This is an optimization exercise on Yosys and OpenROAD, whose aim is small area, not a production implementation. The RTL was checked by simulation tests, not by an equivalence proof against the original design. Power and IR drop assume default switching activity.

### design/flow/run.sh
#!/bin/bash
# synth_recipe.tcl (not shown) runs the flow's synth.tcl, then flattens the netlist and writes it again
# the make line also repeats each setting of config.mk as NAME=value (left out here)
make -C /OpenROAD-flow-scripts/flow DESIGN_CONFIG=/design/flow/config.mk WORK_HOME=/design/flow/orfs CLKGATE_MAP_FILE= SYNTH_SCRIPT=/design/flow/synth_recipe.tcl finish
### design/flow/config.mk
export PLATFORM = sky130hd
export DESIGN_NAME = mira_codec
export DESIGN_NICKNAME = mira_codec
export VERILOG_FILES = /design/flow/design.v
export SDC_FILE = /design/flow/constraint.sdc
export NUM_CORES = 4
export LEC_CHECK = 0
export CAP_MARGIN = 20
export CORE_MARGIN = 2
export CORE_UTILIZATION = 50
export CTS_CLUSTER_DIAMETER = 60
export CTS_CLUSTER_SIZE = 30
export PLACE_DENSITY = 0.6
export SLEW_MARGIN = 20
### design/flow/constraint.sdc
create_clock -name core_clock -period 15.0 [get_ports {clk}]
set_input_delay 3.0000 -clock core_clock [delete_from_list [all_inputs] [get_ports {clk}]]
set_output_delay 3.0000 -clock core_clock [all_outputs]
set_load 0.01 [all_outputs]
### design/flow/design.v
module mira_codec (
    input  wire        clk,
    input  wire        rst,           
    input  wire        reg_en,
    input  wire        reg_we,
    input  wire [9:0]  reg_addr,
    input  wire [31:0] reg_wdata,
    output reg  [31:0] reg_rdata,
    output wire        busy,
    output wire        done,
    output reg         tx_valid,
    output reg  [7:0]  tx_data,
    input  wire        tx_ready,
    input  wire        tx_fail,
    output reg         tx_flush,
    input  wire        rx_valid,
    input  wire [7:0]  rx_data,
    input  wire        rx_none,
    output reg         rx_ready,
    input  wire [31:0] now_ms
);
    localparam [7:0] START = 8'hE1;
    localparam [7:0] ESC   = 8'hE2;
    localparam [1:0] M_IDLE = 2'd0, M_ENC = 2'd1, M_DEC = 2'd2;
    localparam [3:0] P_START = 4'd0, P_HDR  = 4'd1, P_TYPE = 4'd2, P_SEQ  = 4'd3,
                     P_LEN   = 4'd4, P_ADDR0 = 4'd5, P_ADDR = 4'd6, P_PAY = 4'd7,
                     P_CRCH  = 4'd8, P_CRCL = 4'd9, P_FLUSH = 4'd10;
    localparam [2:0] E_NONE = 3'd0, E_SEND = 3'd1, E_TIMEOUT = 3'd2,
                     E_ABORT = 3'd3, E_CRC = 3'd4;
    reg [15:0] poly;
    reg [31:0] timeout;
    reg [15:0] crc;
    reg [15:0] rx_crc;
    reg [31:0] t_last;
    reg [31:0] tmo;
    reg [1:0]  mode;
    reg [3:0]  ph;
    reg [7:0]  idx;
    reg        esc_pend;
    reg        txe_pend;
    reg        done_r;
    reg [2:0]  err;
    reg [9:0]  ra;            
    reg [7:0]  txf_hdr, txf_typ, txf_seq, txf_len, txf_addr0;
    reg [7:0]  txf_addr [0:7];
    reg [7:0]  rxf_hdr, rxf_typ, rxf_seq, rxf_len, rxf_addr0;
    reg [7:0]  rxf_addr [0:7];
    assign busy = (mode != M_IDLE);
    assign done = done_r;
    function [15:0] crc_byte;
        input [15:0] c_in;
        input [7:0]  b;
        input [15:0] p;
        reg   [15:0] c;
        integer      k;
        begin
            c = c_in ^ {8'h00, b};
            for (k = 0; k < 8; k = k + 1)
                c = c[0] ? ((c >> 1) ^ p) : (c >> 1);
            crc_byte = c;
        end
    endfunction
    wire host_wr  = reg_en && reg_we;
    wire cmd_wr   = host_wr && (reg_addr == 10'h002) && !busy;
    wire [3:0] cmd_op = reg_wdata[15:12];
    wire cfg_wr   = host_wr && !busy;
    wire [7:0]   pa = busy ? idx : ra[7:0];
    reg  [7:0]   txpay [0:254];
    reg  [7:0]   rxpay [0:254];
    wire [7:0]   txpay_rd = txpay[pa];
    wire [7:0]   rxpay_rd = rxpay[pa];
    wire [7:0] rx_raw = esc_pend ? ~rx_data : rx_data;
    wire       rxpay_we;
    always @(posedge clk) begin
        if (!rst && cfg_wr && reg_addr[9:8] == 2'b01 && reg_addr[7:0] != 8'hFF)
            txpay[reg_addr[7:0]] <= reg_wdata[7:0];
    end
    always @(posedge clk) begin
        if (!rst && rxpay_we)
            rxpay[idx] <= rx_raw;
    end
    reg [7:0] enc_byte;
    always @(*) begin
        case (ph)
            P_HDR:   enc_byte = txf_hdr;
            P_TYPE:  enc_byte = txf_typ;
            P_SEQ:   enc_byte = txf_seq;
            P_LEN:   enc_byte = txf_len;
            P_ADDR0: enc_byte = txf_addr0;
            P_ADDR:  enc_byte = txf_addr[idx[2:0]];
            P_PAY:   enc_byte = txpay_rd;
            P_CRCH:  enc_byte = crc[15:8];
            P_CRCL:  enc_byte = crc[7:0];
            default: enc_byte = 8'h00;
        endcase
    end
    wire enc_special = (enc_byte == START) || (enc_byte == ESC);
    always @(*) begin
        tx_valid = 1'b0;
        tx_data  = 8'h00;
        tx_flush = 1'b0;
        if (mode == M_ENC) begin
            if (txe_pend) begin
                tx_valid = 1'b1;
                tx_data  = ~enc_byte;
            end else if (ph == P_START) begin
                tx_valid = 1'b1;
                tx_data  = START;
            end else if (ph == P_FLUSH) begin
                tx_flush = 1'b1;
            end else begin
                tx_valid = 1'b1;
                tx_data  = enc_special ? ESC : enc_byte;
            end
        end
    end
    wire tx_fire = tx_valid && tx_ready;
    wire [31:0] elapsed  = now_ms - t_last;
    wire        tmo_hit  = (mode == M_DEC) && (elapsed > tmo);
    always @(*) rx_ready = (mode == M_DEC) && !tmo_hit;
    wire       rx_fire  = rx_valid && rx_ready;
    function [3:0] next_phase;
        input [3:0] p;
        input [7:0] hdr;
        input [7:0] a0;
        input [7:0] len;
        input [7:0] i;
        begin
            case (p)
                P_START: next_phase = P_HDR;
                P_HDR:   next_phase = P_TYPE;
                P_TYPE:  next_phase = P_SEQ;
                P_SEQ:   next_phase = P_LEN;
                P_LEN:   next_phase = hdr[6] ? P_ADDR0 : ((len != 8'd0) ? P_PAY : P_CRCH);
                P_ADDR0: next_phase = (a0[3:0] == 4'h2) ? P_ADDR : ((len != 8'd0) ? P_PAY : P_CRCH);
                P_ADDR:  next_phase = (i != 8'd8) ? P_ADDR : ((len != 8'd0) ? P_PAY : P_CRCH);
                P_PAY:   next_phase = (i != len) ? P_PAY : P_CRCH;
                P_CRCH:  next_phase = P_CRCL;
                P_CRCL:  next_phase = P_FLUSH;
                default: next_phase = P_START;
            endcase
        end
    endfunction
    function [7:0] next_idx;
        input [3:0] p;
        input [3:0] np;
        input [7:0] i;
        begin
            if (np != p && (np == P_ADDR || np == P_PAY))
                next_idx = 8'd0;
            else if (p == P_ADDR || p == P_PAY)
                next_idx = i + 8'd1;
            else
                next_idx = i;
        end
    endfunction
    wire [7:0] idx_inc = idx + 8'd1;
    wire [7:0] idx_for_np = (ph == P_ADDR || ph == P_PAY) ? idx_inc : idx;
    wire       dec_m   = (mode == M_DEC);
    wire [7:0] np_hdr  = dec_m ? rxf_hdr : txf_hdr;
    wire [7:0] np_a0   = dec_m ? ((ph == P_ADDR0) ? rx_raw : rxf_addr0) : txf_addr0;
    wire [7:0] np_len  = dec_m ? ((ph == P_LEN)   ? rx_raw : rxf_len)   : txf_len;
    wire [3:0] nph     = next_phase(ph, np_hdr, np_a0, np_len, idx_for_np);
    wire [7:0] nidx    = next_idx(ph, nph, idx);
    assign rxpay_we = (mode == M_DEC) && !tmo_hit && rx_fire && !rx_none &&
                      (ph == P_PAY) && (esc_pend || rx_data != ESC);
    wire [7:0]  crc_in  = (mode == M_ENC) ? enc_byte :
                          (mode == M_DEC) ? rx_raw : reg_wdata[7:0];
    wire [15:0] crc_nx  = crc_byte(crc, crc_in, poly);
    always @(posedge clk) begin
        ra <= reg_addr;
    end
    always @(posedge clk) begin
        if (rst) begin
            poly      <= 16'h8408;
            timeout   <= 32'd1000;
            crc       <= 16'h0000;
            rx_crc    <= 16'h0000;
            t_last    <= 32'd0;
            tmo       <= 32'd0;
            mode      <= M_IDLE;
            ph        <= P_START;
            idx       <= 8'd0;
            esc_pend  <= 1'b0;
            txe_pend  <= 1'b0;
            done_r    <= 1'b0;
            err       <= E_NONE;
            txf_hdr   <= 8'd0;
            txf_typ   <= 8'd0;
            txf_seq   <= 8'd0;
            txf_len   <= 8'd0;
            txf_addr0 <= 8'd0;
            txf_addr[0] <= 8'd0; txf_addr[1] <= 8'd0; txf_addr[2] <= 8'd0; txf_addr[3] <= 8'd0;
            txf_addr[4] <= 8'd0; txf_addr[5] <= 8'd0; txf_addr[6] <= 8'd0; txf_addr[7] <= 8'd0;
            rxf_hdr   <= 8'd0;
            rxf_typ   <= 8'd0;
            rxf_seq   <= 8'd0;
            rxf_len   <= 8'd0;
            rxf_addr0 <= 8'd0;
            rxf_addr[0] <= 8'd0; rxf_addr[1] <= 8'd0; rxf_addr[2] <= 8'd0; rxf_addr[3] <= 8'd0;
            rxf_addr[4] <= 8'd0; rxf_addr[5] <= 8'd0; rxf_addr[6] <= 8'd0; rxf_addr[7] <= 8'd0;
        end else begin
            if (cfg_wr) begin
                case (reg_addr)
                    10'h000: poly      <= reg_wdata[15:0];
                    10'h001: timeout   <= reg_wdata;
                    10'h010: txf_hdr   <= reg_wdata[7:0];
                    10'h011: txf_typ   <= reg_wdata[7:0];
                    10'h012: txf_seq   <= reg_wdata[7:0];
                    10'h013: txf_len   <= reg_wdata[7:0];
                    10'h014: txf_addr0 <= reg_wdata[7:0];
                    default: ;
                endcase
                if (reg_addr[9:3] == 7'b0000011)
                    txf_addr[reg_addr[2:0]] <= reg_wdata[7:0];
            end
            if (cmd_wr) begin
                case (cmd_op)
                    4'h1: crc <= 16'h0000;
                    4'h2: crc <= crc_nx;
                    4'h3: begin
                        mode     <= M_ENC;
                        ph       <= P_START;
                        idx      <= 8'd0;
                        txe_pend <= 1'b0;
                        esc_pend <= 1'b0;
                        done_r   <= 1'b0;
                        err      <= E_NONE;
                        crc      <= 16'h0000;
                    end
                    4'h4: begin
                        mode     <= M_DEC;
                        ph       <= P_START;
                        idx      <= 8'd0;
                        txe_pend <= 1'b0;
                        esc_pend <= 1'b0;
                        done_r   <= 1'b0;
                        err      <= E_NONE;
                        crc      <= 16'h0000;
                        tmo      <= timeout;
                        t_last   <= now_ms;
                    end
                    default: ;
                endcase
            end
            if (mode == M_ENC) begin
                if (ph == P_FLUSH && !txe_pend) begin
                    mode   <= M_IDLE;
                    done_r <= 1'b1;
                    err    <= E_NONE;
                end else if (tx_fire) begin
                    if (tx_fail) begin
                        if (!txe_pend && ph != P_START && ph != P_CRCH && ph != P_CRCL)
                            crc <= crc_nx;
                        mode     <= M_IDLE;
                        done_r   <= 1'b1;
                        err      <= E_SEND;
                        txe_pend <= 1'b0;
                        esc_pend <= 1'b0;
                    end else if (txe_pend) begin
                        txe_pend <= 1'b0;
                        ph       <= nph;
                        idx      <= nidx;
                    end else if (ph == P_START) begin
                        ph <= P_HDR;
                    end else begin
                        if (ph != P_CRCH && ph != P_CRCL)
                            crc <= crc_nx;
                        if (enc_special) begin
                            txe_pend <= 1'b1;
                        end else begin
                            ph  <= nph;
                            idx <= nidx;
                        end
                    end
                end
            end
            if (mode == M_DEC) begin
                if (tmo_hit) begin
                    mode     <= M_IDLE;
                    done_r   <= 1'b1;
                    err      <= E_TIMEOUT;
                    esc_pend <= 1'b0;
                end else if (rx_fire) begin
                    if (rx_none) begin
                        mode     <= M_IDLE;
                        done_r   <= 1'b1;
                        err      <= E_ABORT;
                        esc_pend <= 1'b0;
                    end else begin
                        t_last <= now_ms;
                        if (ph == P_START) begin
                            if (rx_data == START) ph <= P_HDR;
                        end else if (!esc_pend && rx_data == ESC) begin
                            esc_pend <= 1'b1;
                        end else begin
                            esc_pend <= 1'b0;
                            case (ph)
                                P_HDR:   rxf_hdr   <= rx_raw;
                                P_TYPE:  rxf_typ   <= rx_raw;
                                P_SEQ:   rxf_seq   <= rx_raw;
                                P_LEN:   rxf_len   <= rx_raw;
                                P_ADDR0: rxf_addr0 <= rx_raw;
                                P_ADDR:  rxf_addr[idx[2:0]] <= rx_raw;
                                P_CRCH:  rx_crc[15:8] <= rx_raw;
                                P_CRCL:  rx_crc[7:0]  <= rx_raw;
                                default: ;
                            endcase
                            if (ph != P_CRCH && ph != P_CRCL)
                                crc <= crc_nx;
                            if (ph == P_CRCL) begin
                                mode   <= M_IDLE;
                                done_r <= 1'b1;
                                err    <= ({rx_crc[15:8], rx_raw} == crc) ? E_NONE : E_CRC;
                            end else begin
                                ph  <= nph;
                                idx <= nidx;
                            end
                        end
                    end
                end
            end
        end
    end
    always @(*) begin
        reg_rdata = 32'd0;
        case (ra)
            10'h000: reg_rdata = {16'd0, poly};
            10'h001: reg_rdata = timeout;
            10'h003: reg_rdata = {24'd0, 1'b0, mode, err, done_r, busy};
            10'h004: reg_rdata = {16'd0, crc};
            10'h005: reg_rdata = {16'd0, rx_crc};
            10'h006: reg_rdata = {16'd0, idx, 2'b00, txe_pend, esc_pend, ph};
            10'h007: reg_rdata = t_last;
            10'h008: reg_rdata = tmo;
            10'h010: reg_rdata = {24'd0, txf_hdr};
            10'h011: reg_rdata = {24'd0, txf_typ};
            10'h012: reg_rdata = {24'd0, txf_seq};
            10'h013: reg_rdata = {24'd0, txf_len};
            10'h014: reg_rdata = {24'd0, txf_addr0};
            10'h020: reg_rdata = {24'd0, rxf_hdr};
            10'h021: reg_rdata = {24'd0, rxf_typ};
            10'h022: reg_rdata = {24'd0, rxf_seq};
            10'h023: reg_rdata = {24'd0, rxf_len};
            10'h024: reg_rdata = {24'd0, rxf_addr0};
            default: ;
        endcase
        if (ra[9:3] == 7'b0000011)
            reg_rdata = {24'd0, txf_addr[ra[2:0]]};
        if (ra[9:3] == 7'b0000101)
            reg_rdata = {24'd0, rxf_addr[ra[2:0]]};
        if (ra[9:8] == 2'b01 && ra[7:0] != 8'hFF)
            reg_rdata = {24'd0, txpay_rd};
        if (ra[9:8] == 2'b10 && ra[7:0] != 8'hFF)
            reg_rdata = {24'd0, rxpay_rd};
    end
endmodule
==> summary.md <==
| Metric | Value |
|---|---|
| Chip width | `613.3 um` |
| Worst Hold Depth | `2` |
| Dpl hpwl | `385.5 mm` |
| Ys Warns | `1` |
| Worst-path clk slew | `0.06 ns` |
| Worst EP required | `12.00 ns` |
| Placed cell areas | `0.1931 sq mm` |
| Hold Slack | `0.4717 ns` |
| EDFF count, synth | `4,208` |
| Initial antenna violation count | `44` |
| Post-DR wirelength/cell | `35.07 um` |
| Fin util | `55.54%` |
| Drt total wl | `607.9 mm` |
| Worst hold path type | `flop to flop` |
| Largest family of logic cells by synthesized area | `multiplexers` |
| Sequential area share after synthesis | `70.82%` |
| Worst Setup End Kind | `output port` |
| Tot GR Track Use | `31.89%` |
| IO Pins | `135` |
| Total number of vias | `115,200` |
| Simple-gate share of the synthesized area | `9.220%` |
| Compound-Gate Fraction of Synth Area | `5.948%` |
| Slew Limit Fails | `0` |
| DRC Markers | `0` |
| Die Y | `613.3 um` |
| Dpl cells | `16,710` |
| Switch Pwr | `6.175 mW` |
| Max incr delay on CP | `0.59 ns` |
| Worst vdd ir | `0.00009711 V` |
| Post-CTS Setup Repair Bufs | `0` |
| Hold Buf Count CTS | `0` |
| Power share of the clock group | `39.0%` |
| H-tree depth | `5` |
| Sw frac | `24.81%` |
| CTS tree | `yes` |
| #FFs+latches synth | `4,462` |
| Most used DFF post-synth | `edfxtp_1` |
| Most frequent cells in the layout | `edfxtp_1 (4,208), nand2_1 (1,812), nor2_1 (860), mux4_2 (730), nand3_1 (472)` |
| CP Class | `primary input to output port` |
| Max-cap viol count | `0` |
| CP arrival | `10.17 ns` |
| Seq pwr share | `54.7%` |
| Xor/xnor share of the synthesized area | `0.8649%` |
| CP most frequent cell | `a21oi_1` |
| CTS Buf Count | `323` |
| Leading cell type in the layout, fill and taps excluded | `edfxtp_1` |
| Unrepaired setup endpoints after global routing | `false` |
| Logic pwr share | `6.3%` |
| Initial Util | `50.28%` |
| Synth Instances | `12,090` |
| Leakage | `64.84 nW` |
| Drt pass-1 iters | `10` |
| Syn Nets | `12,240` |
| Power density over the cells | `121.4 mW/mm^2` |
| FF-to-FF path depth | `24` |
| # resized after CTS | `0` |
| Area growth, synth to finish | `10.46%` |
| # rows | `223` |
| Synth Area in Adders | `0.4624%` |
| Vias in the first global route | `109,700` |
| Hold Vio Cnt, Final | `0` |
| Final setup viols | `0` |
| Status | `complete, no violations` |
| GPL Wtd Cong | `0.9673` |
| GRT overflow | `0` |
| Die Footprint | `0.3761 sq mm` |
| Worst clock skew | `0.07222 ns` |
| Fmax | `75.92 MHz` |
| Worst skew pair latency | `0.98 ns` |
| CTS Buffer Depth | `4` |
| CP max stage cell | `clkdlybuf4s50_1` |
| Core area | `0.3691 sq mm` |
| Layout cell share with drive strength beyond 1 | `15.40%` |
| Final nets | `12,250` |
| DR vias/cell | `6.648` |
| # port buffers | `134` |
| Syn Area/Cell | `15.36 sq um` |
| Starting DRT DRC Count | `18,100` |
| Final Cycle Share | `87.81%` |
| Crit path time final | `13.17 ns` |
| Startpoint types | `primary input` |
| Mux cell area share after synthesis | `10.40%` |
| Worst-Margin Slew | `1.355 ns` |
| Design area | `0.2050 sq mm` |
| Post-DRT Antenna Nets | `0` |
| Largest net degree at the start of global routing | `162` |
| Fin cells | `17,330` |
| CTS sink cnt | `4,462` |
| Asr flop ratio synth | `0%` |
| Root Driver | `clkbuf_16` |
| Max_slew headroom | `9.140%` |
| Setup TNS | `0 ns` |
| Syn Std Cell Area | `0.1856 sq mm` |
| Int Power | `18.72 mW` |
| Unique masters post-synth | `116` |
| Max FO, Critical Path | `7` |
| First-pass GRT wire length | `848.2 mm` |
## worst max-delay path: cells and delay by family
kind	cells	cell delay, ns
adder cells (fa/ha/maj)	3	0.81
AO/OA/AOI/OAI	22	4.46
buffers and inverters	4	1.15
AND/OR/NAND/NOR	5	0.59
XOR/XNOR	1	0.14
## synthesized netlist by cell type, types with 62 or more instances
master    number  area [sq um]
and3_1       223          1395
mux4_2       730         16440
ha_1          67         838.3
nor3_1       106         530.5
a31oi_1       84         525.5
nor2_1       889          3337
dfxtp_1      254          5085
mux2i_1      261          2613
edfxtp_1    4208        126400
o21ai_0      146         730.7
a22oi_1       62         465.5
and2_1        80         500.5
a311oi_1     206          1804
a211oi_1     169          1269
xnor2_1      158          1384
nand3_1      473          2367
a21oi_1      260          1301
buf_1        126         473.0
buf_2        135         675.7
clkbuf_1     488          1832
nand2_1     1829          6865
inv_1        135         506.7
## state kept, by name, indices dropped and copies added, names as in the netlist, 32 cells and up
signal    cells
rxpay      2040
timeout      32
txf_addr     64
tmo          32
t_last       32
txpay      2040
rxf_addr     64
## final cells by class
type                    instances  area (sq um)
well taps                    4950          6193
fillers                     28760        164100
inverters                     138         578.1
diodes                         22         55.05
repair buffers                508          4427
flip-flops and latches       4462        131500
clock buffers                 339          8279
multi-input cells            6655         50500
clock inverters               259          3517
## worst paths after layout
| check | slack [ns] | endpoint | start |
|---|---|---|---|
| worst max-delay path | 1.83 | rx_ready | now_ms[0] |
| worst min register to register | 0.47 | t_last[21]$_SDFF_PP0_ | t_last[21]$_SDFF_PP0_ |
| worst min-delay path | 0.47 | t_last[21]$_SDFF_PP0_ | t_last[21]$_SDFF_PP0_ |
| worst max register to register | 4.08 | crc[15]$_SDFF_PP0_ | idx[4]$_SDFF_PP0_ |
## cell families (layout without fill, tap and decap cells)
group	after synthesis	in the layout
mux	1013	1013
flops	4462	4462
compound gates	1492	1492
fa+ha+maj	68	68
simple gates	3902	3902
xor+xnor	180	180
other cells	0	22
buf+inv	968	1244
## routing by layer
metal / vias up / routed length [um] / track usage [%]
met5: - / 195 / 0
met4: 32 / 32790 / 14.87
met3: 1387 / 68950 / 6.990
met2: 7766 / 273600 / 48.39
met1: 59030 / 232400 / 44.20
li1: 47010 / - / -
## metrics by stage
stage               worst slack, ns  total power, mW
finish                        1.829            24.89
global route                 0.9831            25.44
CTS                           1.838            24.92
detailed placement            1.767            15.44
global placement              1.548            15.43
floorplan                     3.960            14.74
## power groups by stage
| stage | Sequential [mW] | Clock [mW] | Combinational, mW |
|---|---|---|---|
| floorplan | 13.9 | 0 | 0.831 |
| global placement | 13.9 | 0 | 1.54 |
| detailed placement | 13.9 | 0 | 1.55 |
| CTS | 13.6 | 9.76 | 1.55 |
| global route | 13.6 | 10.2 | 1.64 |
| finish | 13.6 | 9.70 | 1.58 |

==> re-timing with driven ports <==
Ports are ideal in the flow. The routed layout listed here was re-timed in OpenROAD. Step 1 assumes that a clkbuf_16 drives the clock port and a buf_2 every other input. Step 2 times the ports against the registers' clock, not the clock port: input delays grow and output delays shrink by t, the midpoint of the rising clock arrivals with the driver on. Slacks: no drivers / after step 1 / after step 2; pairs: no drivers / after step 1.
t, ns: 1.064
setup slack, ns: 1.829 / 1.807 / 1.475
worst setup path at the end: input to register
After both steps setup and hold are still met in this run. For this run, drivers alone change the setup slack by -0.022 ns; drivers and shift together by -0.354 ns.
